What follows belongs to an exercise in optimizing a design on an open flow for small area, a short achievable clock period and few clock cycles per item; a production flow would make more cautious choices.
The RTL was checked by simulation tests, not by an equivalence proof against the original design.
Power is estimated from default activity; no workload was simulated.

==> flow/design.v <==
module ad983x_core #(
    parameter RST_HOLD = 8                  
) (
    input  wire        clk,
    input  wire        rst,                 
    input  wire        cmd_valid,
    output wire        cmd_ready,
    input  wire [63:0] cmd,
    output reg         res_valid,
    output reg  [3:0]  res_code,
    output reg  [7:0]  res_err,
    output wire        sel_n,
    output wire        rst_line,
    output wire        xfer_req,
    output wire [15:0] xfer_word,
    input  wire        xfer_ack,
    input  wire        xfer_fail,
    input  wire [7:0]  xfer_code
);
    localparam [3:0] R_OK        = 4'd0,
                     R_BAD_CH    = 4'd1,
                     R_BAD_SHAPE = 4'd2,
                     R_FREQ_OOR  = 4'd3,
                     R_XFER_ERR  = 4'd4,
                     R_ILLEGAL   = 4'd5,
                     R_NOT_INIT  = 4'd6,
                     R_BAD_REF   = 4'd7,
                     R_DESYNC    = 4'd8;
    localparam [3:0] OP_INIT = 4'h1, OP_FREQ = 4'h2, OP_FREQW = 4'h3,
                     OP_PHASE = 4'h4, OP_SIGN = 4'h5, OP_MODE = 4'h6,
                     OP_SLEEP = 4'h7, OP_WAVE = 4'h8, OP_RESET = 4'h9;
    localparam [15:0] B28       = 16'h2000;
    localparam [15:0] INIT_WORD = 16'h0100;
    localparam [15:0] SIGN_MASK = 16'h0038;
    localparam [15:0] MODE_MASK = 16'h0002;
    localparam [15:0] SLEEP_MASK= 16'h00C0;
    localparam [3:0] S_IDLE   = 4'd0,
                     S_DECODE = 4'd1,
                     S_DIV    = 4'd2,
                     S_DIVCHK = 4'd3,
                     S_RST    = 4'd4,
                     S_SEL    = 4'd5,
                     S_XFER   = 4'd6,
                     S_REL    = 4'd7,
                     S_DONE   = 4'd8;
    localparam DIV_N = 61;                  
    reg [3:0]  state;
    reg [63:0] cmd_r;
    reg        inited;
    reg        desync;
    reg [31:0] ref_hz;
    reg [15:0] shadow;
    reg [1:0]  word_idx;                    
    reg [1:0]  word_last;                   
    reg        xfer_failed;
    reg [7:0]  fail_code;
    reg [3:0]  hold_cnt;
    reg [DIV_N-1:0] quo;                    
    reg [32:0]      rem;
    reg [5:0]       div_cnt;
    wire [3:0]  op   = cmd_r[63:60];
    wire [7:0]  csel = cmd_r[59:52];
    wire [3:0]  rsv  = cmd_r[51:48];
    wire [47:0] data = cmd_r[47:0];
    reg well_formed;
    always @(*) begin
        case (op)
            OP_INIT:  well_formed = (csel == 8'd0) && (rsv == 4'd0) && (data[47:32] == 16'd0);
            OP_FREQ:  well_formed = (rsv == 4'd0);
            OP_FREQW: well_formed = (rsv == 4'd0);
            OP_PHASE: well_formed = (rsv == 4'd0) && (data[47:12] == 36'd0);
            OP_SIGN:  well_formed = (csel[7:2] == 6'd0) && (rsv == 4'd0) && (data == 48'd0);
            OP_MODE:  well_formed = (csel[7:1] == 7'd0) && (rsv == 4'd0) && (data == 48'd0);
            OP_SLEEP: well_formed = (csel[7:2] == 6'd0) && (rsv == 4'd0) && (data == 48'd0);
            OP_WAVE:  well_formed = (rsv == 4'd0) && (data == 48'd0);
            OP_RESET: well_formed = (csel == 8'd0) && (rsv == 4'd0) && (data == 48'd0);
            default:  well_formed = 1'b0;
        endcase
    end
    reg [15:0] sign_val;
    always @(*) begin
        case (csel[1:0])
            2'd0: sign_val = 16'h0000;
            2'd1: sign_val = 16'h0028;
            2'd2: sign_val = 16'h0020;
            default: sign_val = 16'h0038;
        endcase
    end
    wire [15:0] mode_val  = csel[0] ? 16'h0002 : 16'h0000;
    wire [15:0] sleep_val = {8'd0, csel[1], csel[0], 6'd0};
    reg  [15:0] wave_val;
    always @(*) begin
        case (csel[1:0])
            2'd0: wave_val = 16'h0000;
            2'd1: wave_val = 16'h0002;
            default: wave_val = 16'h0038;
        endcase
    end
    wire [27:0] fword    = quo[27:0];
    wire [15:0] freq_tag = csel[0] ? 16'h8000 : 16'h4000;
    wire [15:0] ph_tag   = csel[0] ? 16'hE000 : 16'hC000;
    reg [15:0] word;
    always @(*) begin
        case (op)
            OP_INIT:  word = INIT_WORD;
            OP_FREQ, OP_FREQW: begin
                case (word_idx)
                    2'd0: word = shadow | B28;
                    2'd1: word = freq_tag | {2'b00, fword[13:0]};
                    2'd2: word = freq_tag | {2'b00, fword[27:14]};
                    default: word = shadow;
                endcase
            end
            OP_PHASE: word = ph_tag | {4'd0, data[11:0]};
            default:  word = shadow;
        endcase
    end
    wire [33:0] rem_sh  = {rem, quo[DIV_N-1]};
    wire [33:0] divisor = {1'b0, ref_hz, 1'b0};
    wire [33:0] rem_sub = rem_sh - divisor;
    wire        q_bit   = (rem_sh >= divisor);
    assign cmd_ready = (state == S_IDLE);
    assign sel_n     = !((state == S_SEL) || (state == S_XFER));
    assign rst_line  = (state == S_RST);
    assign xfer_req  = (state == S_XFER);
    assign xfer_word = word;
    always @(posedge clk) begin
        if (rst) begin
            state       <= S_IDLE;
            inited      <= 1'b0;
            desync      <= 1'b0;
            res_valid   <= 1'b0;
            res_code    <= 4'd0;
            res_err     <= 8'd0;
            word_idx    <= 2'd0;
            word_last   <= 2'd0;
            xfer_failed <= 1'b0;
            fail_code   <= 8'd0;
            hold_cnt    <= 4'd0;
            div_cnt     <= 6'd0;
        end else begin
            res_valid <= 1'b0;
            case (state)
                S_IDLE: begin
                    if (cmd_valid) begin
                        cmd_r <= cmd;
                        state <= S_DECODE;
                    end
                end
                S_DECODE: begin
                    word_idx    <= 2'd0;
                    word_last   <= 2'd0;
                    xfer_failed <= 1'b0;
                    if (!well_formed)
                        begin res_valid <= 1'b1; res_code <= R_ILLEGAL; res_err <= 8'd0; state <= S_IDLE; end
                    else if (op == OP_INIT) begin
                        if (data[31:0] == 32'd0)
                            begin res_valid <= 1'b1; res_code <= R_BAD_REF; res_err <= 8'd0; state <= S_IDLE; end
                        else begin
                            hold_cnt <= 4'd0;
                            state    <= S_RST;
                        end
                    end
                    else if (!inited)
                        begin res_valid <= 1'b1; res_code <= R_NOT_INIT; res_err <= 8'd0; state <= S_IDLE; end
                    else if (desync)
                        begin res_valid <= 1'b1; res_code <= R_DESYNC; res_err <= 8'd0; state <= S_IDLE; end
                    else begin
                        case (op)
                            OP_FREQ: begin
                                if (csel > 8'd1)
                                    begin res_valid <= 1'b1; res_code <= R_BAD_CH; res_err <= 8'd0; state <= S_IDLE; end
                                else if (data[47])
                                    begin res_valid <= 1'b1; res_code <= R_FREQ_OOR; res_err <= 8'd0; state <= S_IDLE; end
                                else begin
                                    quo     <= {data[46:0], 13'd0} + {29'd0, ref_hz};
                                    rem     <= 33'd0;
                                    div_cnt <= 6'd0;
                                    state   <= S_DIV;
                                end
                            end
                            OP_FREQW: begin
                                if (csel > 8'd1)
                                    begin res_valid <= 1'b1; res_code <= R_BAD_CH; res_err <= 8'd0; state <= S_IDLE; end
                                else if (data[47:28] != 20'd0)
                                    begin res_valid <= 1'b1; res_code <= R_FREQ_OOR; res_err <= 8'd0; state <= S_IDLE; end
                                else begin
                                    quo       <= {33'd0, data[27:0]};
                                    word_last <= 2'd3;
                                    state     <= S_SEL;
                                end
                            end
                            OP_PHASE: begin
                                if (csel > 8'd1)
                                    begin res_valid <= 1'b1; res_code <= R_BAD_CH; res_err <= 8'd0; state <= S_IDLE; end
                                else
                                    state <= S_SEL;
                            end
                            OP_SIGN: begin
                                shadow <= (shadow & ~SIGN_MASK) | sign_val;
                                state  <= S_SEL;
                            end
                            OP_MODE: begin
                                shadow <= (shadow & ~MODE_MASK) | mode_val;
                                state  <= S_SEL;
                            end
                            OP_SLEEP: begin
                                shadow <= (shadow & ~SLEEP_MASK) | sleep_val;
                                state  <= S_SEL;
                            end
                            OP_WAVE: begin
                                if (csel > 8'd2)
                                    begin res_valid <= 1'b1; res_code <= R_BAD_SHAPE; res_err <= 8'd0; state <= S_IDLE; end
                                else begin
                                    shadow <= (shadow & ~(SIGN_MASK | MODE_MASK)) | wave_val;
                                    state  <= S_SEL;
                                end
                            end
                            default: begin      
                                hold_cnt <= 4'd0;
                                state    <= S_RST;
                            end
                        endcase
                    end
                end
                S_DIV: begin
                    if (q_bit)
                        rem <= rem_sub[32:0];
                    else
                        rem <= rem_sh[32:0];
                    quo     <= {quo[DIV_N-2:0], q_bit};
                    div_cnt <= div_cnt + 6'd1;
                    if (div_cnt == DIV_N - 1)
                        state <= S_DIVCHK;
                end
                S_DIVCHK: begin
                    if (quo[DIV_N-1:28] != 33'd0)
                        begin res_valid <= 1'b1; res_code <= R_FREQ_OOR; res_err <= 8'd0; state <= S_IDLE; end
                    else begin
                        word_last <= 2'd3;
                        state     <= S_SEL;
                    end
                end
                S_RST: begin
                    hold_cnt <= hold_cnt + 4'd1;
                    if (hold_cnt == RST_HOLD - 1)
                        state <= (op == OP_INIT) ? S_SEL : S_DONE;
                end
                S_SEL: state <= S_XFER;
                S_XFER: begin
                    if (xfer_ack) begin
                        if (xfer_fail) begin
                            xfer_failed <= 1'b1;
                            fail_code   <= xfer_code;
                        end
                        state <= S_REL;
                    end
                end
                S_REL: begin
                    if (xfer_failed || word_idx == word_last)
                        state <= S_DONE;
                    else begin
                        word_idx <= word_idx + 2'd1;
                        state    <= S_SEL;
                    end
                end
                S_DONE: begin
                    if (xfer_failed) begin
                        if (op == OP_INIT) begin
                            inited <= 1'b0;
                            desync <= 1'b0;
                        end else
                            desync <= 1'b1;
                        res_valid <= 1'b1;
                        res_code  <= R_XFER_ERR;
                        res_err   <= fail_code;
                        state     <= S_IDLE;
                    end else begin
                        if (op == OP_INIT) begin
                            ref_hz <= data[31:0];
                            shadow <= INIT_WORD;
                            inited <= 1'b1;
                            desync <= 1'b0;
                        end
                        begin res_valid <= 1'b1; res_code <= R_OK; res_err <= 8'd0; state <= S_IDLE; end
                    end
                end
                default: state <= S_IDLE;
            endcase
        end
    end
endmodule
==> flow/run.sh <==
#!/bin/bash
# synth_recipe.tcl (not shown) runs the flow's synth.tcl, then flattens the netlist and writes it again
# the make line also repeats each setting of config.mk as NAME=value (left out here)
make -C /OpenROAD-flow-scripts/flow DESIGN_CONFIG=/design/flow/config.mk WORK_HOME=/design/flow/orfs CLKGATE_MAP_FILE= SYNTH_SCRIPT=/design/flow/synth_recipe.tcl finish
==> flow/config.mk <==
export PLATFORM = sky130hd
export DESIGN_NAME = ad983x_core
export DESIGN_NICKNAME = ad983x_core
export VERILOG_FILES = /design/flow/design.v
export SDC_FILE = /design/flow/constraint.sdc
export NUM_CORES = 4
export LEC_CHECK = 0
export CAP_MARGIN = 20
export CORE_MARGIN = 2
export CORE_UTILIZATION = 40
export SLEW_MARGIN = 20
==> flow/constraint.sdc <==
create_clock -name core_clock -period 10.0 [get_ports {clk}]
set_input_delay 2.0000 -clock core_clock [delete_from_list [all_inputs] [get_ports {clk}]]
set_output_delay 2.0000 -clock core_clock [all_outputs]
set_load 0.01 [all_outputs]
==> run summary <==
status=finished clean; arrival time at the worst endpoint=between 3 and 4 ns; DIE HEIGHT=~190 um; Antenna diodes=0; filler instances=approximately 3200; Max Cap Viol=0; RSZ-0062 raised after global routing=false; Worst path slowest cell=edfxtp_1; Final Slew Violations=0; min cycle time layout=about 5.2 ns; HP Class=reg2reg; hpwl dp=27600 um; fraction of registers with async set/reset=0%; slew at the pin closest to its max-slew limit=approximately 1.0 ns; register area=roughly 7000 um^2; Post-DRT Antenna Nets=0; Final #Nets=roughly 1600; CP Launch Type=flip-flop; Cell Area, Synth=13900 um^2; Area Growth Syn to Fin=18.3%; largest net degree at the start of global routing=62; Max-slew headroom=around 30%; Max Clock Freq=approximately 0.19 GHz; TritonCTS buffer count=28; post-synthesis sequential area ratio=roughly 50%; Synth Warn #=1; worst-path maximum fanout=16; Synth top area share=around 45%; Avg Cell Area, Syn=10.1 um^2; Post-CTS Setup Inserts=0; crit path capture type=output pin; Mapped Cells=~1400; Via Count=11000; Worst Hold Launch=res_code[1]; die area=approximately 36000 um^2; Fin. Hold Viols=0; Fin Setup TNS=0 ns; grt total ovfl=0; Worst EP required=about 8.0 ns; share of cells above drive strength 1=under 10%; core area=around 34000 um^2; #FFs+latches synth=about 250; post-CTS sizing=0; Worst-Skew Late Latency=0.55 ns; Rows=a little under 70; slowest stage delay, CP=around 0.66 ns; Top-Level Pins=110; final setup violation count=0; Sink Count=between 200 and 250; number of global-route vias before repair=between 10000 and 15000; total track usage=a little over a fifth; DR iter-0 viols=837; Synth area leader=edfxtp_1; # port buffers=between 100 and 150; skew final=approximately 0.023 ns; # hold bufs at CTS=0; area of the multi-input gates=about 6500 um^2; syn nets=between 1500 and 2000; prevailing post-synth register cell=edfxtp_1; Final Total Pwr=about 2.9 mW; period utilization=between 50 and 60%; DRC errors left=0; via/cell ratio=about 5.7; drt wl/cell=roughly 20 um; H-tree Lvls=1; Initial Utilization=approximately 40%; antenna violations before repair=0; Final Util=47.7%; critical path, cell by cell=nor3b_2 > nand3b_1 > o221ai_1 > clkdlybuf4s50_1; largest cells by area after synthesis=edfxtp_1, dfxtp_1, ha_1; EDFF count, synth=around 210; total wire length=between 30000 and 40000 um; first-pass GRT wire length=roughly 60000 um; Die X=between 150 and 200 um; reg-to-reg startpoint=ref_hz[13]; TritonCTS clock tree=yes; CTS max path bufs=3; crit path launch=cmd_r[61]; PwrDens=176 nW/um^2; IR Drop Worst-Case VDD=around 0.14 mV; gp weighted congestion=just under 0.9; Root Buffer Master=clkbuf_16; TritonRoute pass-1 iters=5; Leakage=~5.8 nW; clock transition at the registers of the reported paths=0.06 ns; CP Class=reg2out; library cells used by synthesis=between 70 and 80
-- final cells by class --
class	count	area share [%]
clock inverters	8	0.511
flip-flops and latches	247	42.7
clock buffers	43	5.25
multi-input cells	1008	39.3
repair buffers	125	7.40
inverters	59	1.35
well taps	455	3.47
-- synth_stat cells (8+ instances only) --
cell type / number
o22ai_1: 11
o31ai_1: 26
o21ai_0: 78
a211oi_1: 15
xor2_1: 27
mux2i_1: 46
o21a_1: 9
nor2_1: 144
a21o_1: 15
buf_2: 9
dfxtp_1: 41
a22o_1: 8
ha_1: 57
nor3_1: 33
a21oi_1: 97
xnor2_1: 38
edfxtp_1: 206
a221o_1: 12
nor4_1: 26
inv_1: 59
a31oi_1: 16
o211ai_1: 8
nand4_1: 20
and3_1: 17
nand3_1: 38
nand2b_1: 11
clkbuf_1: 50
nor2b_1: 16
nand2_1: 141
-- final timing paths --
check / to / cells after the start / slack (ns)
min: res_code[1] / 2 / 0.46
min reg2reg: res_code[1] / 2 / 0.46
max reg2reg: rem[23] / 11 / 6.06
max: xfer_word[1] / 4 / 4.84
-- cells by family after synthesis --
family | count (synthesis) | share of synthesized area, %
DFF | 247 | 50.5
AOI/OAI and AO/OA | 344 | 15.9
and+or+nand+nor | 493 | 17.2
xor gates and xnor gates | 65 | 4.10
buffers and inverters | 122 | 3.41
muxes | 47 | 3.40
adders and majority gates | 59 | 5.43
-- worst max-delay path: cells and delay by family, from the launching register on --
family	cells	cell delay [ns]
compound gates	1	0.43
buf+inv	1	0.60
flops	1	0.66
simple gates	2	0.91
-- registers in the layout (all words and copies together) (netlist names), 6 cells and up --
name	cells
cmd_r	64
quo	61
rem	33
ref_hz	32
shadow	16
fail_code	8
res_err	8
div_cnt	6
-- metal layers --
metal / share of wire, % / track usage [%] / routed length [um]
met1: 46 / 28.6 / 17300
met2: 47 / 35.0 / 17900
met5: 0 / 0 / 0
met4: 2.8 / 6.32 / 1070
met3: 4.5 / 2.72 / 1700
-- cells in the final DEF (no fill, tap or decap), types with 5 or more instances in the layout --
master,count
a211oi_1,15
a21o_1,15
a21oi_1,96
a221o_1,12
a22o_1,8
a311oi_1,6
a31oi_1,16
and2_1,5
and3_1,17
buf_4,15
clkbuf_1,8
clkbuf_16,31
clkdlybuf4s50_1,109
clkinv_1,5
dfxtp_1,41
edfxtp_1,206
ha_1,57
inv_1,59
mux2i_1,46
nand2_1,140
nand2b_1,11
nand3_1,38
nand3b_1,6
nand4_1,20
nor2_1,143
nor2b_1,16
nor3_1,31
nor4_1,25
o211ai_1,8
o21a_1,9
o21ai_0,78
o21bai_1,5
o22ai_1,11
o31ai_1,26
or4_1,5
xnor2_1,38
xor2_1,27
-- per-stage QoR --
step / instance area [um^2] / setup WS [ns] / hold WS (ns) / std cells
floorplan: 13900 / 2.30 / 0.442 / 1377
global placement: 15500 / 5.51 / 0.447 / 1893
detailed placement: 15500 / 5.43 / 0.455 / 1893
CTS: 16400 / 4.82 / 0.464 / 1944
global route: 16400 / 4.58 / 0.479 / 1945
finish: 16400 / 4.84 / 0.465 / 1945
-- power by group --
group / internal (mW) / switching (mW)
combinational: 0.214 / 0.312
sequential: 1.22 / 0.0962
clock: 0.639 / 0.410
total: 2.07 / 0.818
Testbench counts, summed over its fixed seeds: cycles 145,035, commands 3,208.

==> afterwards: timing with drivers on the ports <==
The results above use ideal ports. As a check the final layout listed here was re-extracted and re-timed, cells and wires unchanged.
Step 1 (the two cells are an assumption about what drives the block):
set clk [get_ports {clk}]
set_driving_cell -lib_cell sky130_fd_sc_hd__clkbuf_16 $clk
set_driving_cell -lib_cell sky130_fd_sc_hd__buf_2 [delete_from_list [all_inputs] $clk]
Step 2 also shifts input and output timing later by t, the mid clock arrival at the registers, as if the neighbouring blocks saw the same clock.
Three values: no drivers, after step 1, after step 2; two values: the first two.
t, ns: 0.593
slack for setup (ns): 4.841 / 4.789 / 5.382
cell pins on the clock port's net: 1
After both steps this run still meets setup and hold. The setup slack of this run moves by -0.052 ns with the drivers and by +0.541 ns with both steps.
